This is an optimization exercise on Yosys and OpenROAD, whose aim is small area, a short achievable clock period and few clock cycles per item, not a production implementation. Only simulation tests tie the RTL to the original design; equivalence was not proved. Power figures rest on the tool's default switching activity, not on a simulated workload.

Setup of run 1:
## sensor_decode
module sensor_decode (
    input  wire        clk,
    input  wire        rst,
    input  wire        in_valid,
    output wire        in_ready,
    input  wire [15:0] in_cmd,
    input  wire [7:0]  in_len,
    input  wire [7:0]  in_b0,
    input  wire [7:0]  in_b1,
    input  wire [7:0]  in_b2,
    output reg         out_valid,
    input  wire        out_ready,
    output wire [7:0]  out_status,
    output wire [7:0]  out_unit,
    output wire [63:0] out_f64,
    output wire [15:0] out_int
);
Settings: LEC_CHECK=0, CAP_MARGIN=20, CORE_MARGIN=2, CORE_UTILIZATION=40, SLEW_MARGIN=20; clock period 35.0 ns.
standard.sh (not shown) runs the stock make flow with config.mk's settings and CLKGATE_MAP_FILE= SYNTH_SCRIPT=/design/flow/synth_recipe.tcl, a recipe that flattens the netlist after the stock synthesis.
==> flow/flow/run.sh <==
#!/bin/bash
# Layout: the standard flow (standard.sh, unchanged synthesis), with
#  - ORFS's timing repair asked for more setup slack than the 35 ns clock
#    needs, so that it sizes and buffers the design's real critical paths;
#  - every port buffered with buf_2 rather than the default buffer cell.
set -euo pipefail
cd "$(dirname "$0")/.."
bash standard.sh SETUP_SLACK_MARGIN=26.9 \
    "BUFFER_PORTS_ARGS=-buffer_cell sky130_fd_sc_hd__buf_2" finish > make_finish.log 2>&1
Run 1 reached the end of the flow, and the finished layout is clean on the timing, DRC and antenna checks.
Testbench counts of run 1, summed over its fixed seeds: cycles 32,024, items 32,000.
Inputs modified between run 1 and run 2:
- swapping 40 for 55 in CORE_UTILIZATION
==> flow/flow/run.sh <==
#!/bin/bash
# Layout: the standard flow (standard.sh, unchanged synthesis), with
#  - the buffers that synthesis (ABC) inserted removed at floorplan, before
#    the standard repair_design sizes and buffers the netlist again;
#  - ORFS's timing repair asked for more setup slack than the 35 ns clock
#    needs, so that it sizes and buffers the design's real critical paths;
#  - every port buffered with buf_1 rather than the default buffer cell.
set -euo pipefail
cd "$(dirname "$0")/.."
bash standard.sh REMOVE_ABC_BUFFERS=1 SETUP_SLACK_MARGIN=26.9 \
    "BUFFER_PORTS_ARGS=-buffer_cell sky130_fd_sc_hd__buf_1" finish > make_finish.log 2>&1
--- outcome ---
- Diff run 1 -> run 2: total power rose 0.000010 W; count of clock-net buffers in the final layout -1.
- Delta (run 2 minus run 1): wire length after detailed routing held; largest vdd supply drop went up about 110%.
- Run 2 was carried through to the last stage, and its layout satisfied the timing, DRC and antenna checks.
- Run 1: all stages complete, timing, DRC and antenna checks passed
For run 3, these inputs were changed with respect to run 2:
- CORE_UTILIZATION: 55 -> 40
==> flow/flow/run.sh <==
#!/bin/bash
# Layout: the standard flow (standard.sh, unchanged synthesis), with
# ORFS's timing repair asked for more setup slack than the 35 ns clock needs,
# so that it sizes and buffers the design's real critical paths.
set -euo pipefail
cd "$(dirname "$0")/.."
bash standard.sh SETUP_SLACK_MARGIN=26.8 finish > make_finish.log 2>&1
## What came out
- The part of the total power dissipated in the clock network was comparable across run 3 and run 2.
- As of run 3, total power had risen slightly compared to run 2.
- In terms of hold slack, run 2 and run 3 differ only marginally.
- Looking only at number of buffers outside the clock class in the layout, and setting everything else aside, the higher value of run 3 and run 2 goes to run 3.
- Final clock period utilization by the worst path ended up 0.37 points higher on run 3 than on run 2.
- On count of TritonRoute iterations in the first routing pass: between run 3 and run 2, it ends up lower for run 3.
### run 3 -> run 4
- SYNTH_HIERARCHICAL now 1, previously not set
- CORE_UTILIZATION now 55, was 40
==> flow/flow/run.sh <==
#!/bin/bash
# Layout: the standard flow (standard.sh, unchanged synthesis), with
#  - the buffers that synthesis (ABC) inserted removed at floorplan, before
#    the standard repair_design sizes and buffers the netlist again;
#  - ORFS's timing repair asked for more setup slack than the 35 ns clock
#    needs, so that it sizes and buffers the design's real critical paths;
#  - every port buffered with buf_1 rather than the default buffer cell.
set -euo pipefail
cd "$(dirname "$0")/.."
bash standard.sh REMOVE_ABC_BUFFERS=1 SETUP_SLACK_MARGIN=26.9 \
    "BUFFER_PORTS_ARGS=-buffer_cell sky130_fd_sc_hd__buf_1" finish > make_finish.log 2>&1
Findings:
Per the final summary, run 4 finished and its layout is clean on timing, DRC and antenna. Higher cell area after synthesis goes to run 4 over run 3. Sort run 3 and run 4 by post-route met1 wirelength asc -> top: run 4. Lower least setup slack across all paths after layout among run 3 and run 4: run 3. Total vias in the final route ends up higher on run 3. Run 4 against run 3: shortest clock period the worst path allows after layout now sits lower; full die area now sits lower; total power now sits lower.

==> separate check: timing with driven ports <==
How much do the figures lean on ideal ports? The routed layouts below were timed once more, with nothing changed but the port constraints. Step 1 sets driving cells, clkbuf_16 on the clock port and buf_2 on the other inputs (assumed; they add their load-dependent delay and slew). Step 2 also shifts input and output timing later by t, the mid clock arrival at the registers, as if the neighbouring blocks saw the same clock. a / b / c = ideal / step 1 / step 2; a / b = the first two.
run	t (ns)	setup WS [ns]	clock arrival spread, ns	worst register clock-pin slew, ns
run 1	0.531	26.982 / 26.927 / 26.608	0.014 / 0.014	0.07 / 0.07
run 2	0.508	26.973 / 26.917 / 26.657	0.013 / 0.013	0.08 / 0.08
run 3	0.532	26.842 / 26.790 / 26.414	0.016 / 0.015	0.08 / 0.08
run 4	0.513	26.979 / 26.928 / 26.599	0.017 / 0.018	0.08 / 0.08
After both steps setup and hold are still met in every run listed. The setup slack of run 3, which loses most, moves by -0.052 ns with the drivers and by -0.428 ns with both steps.
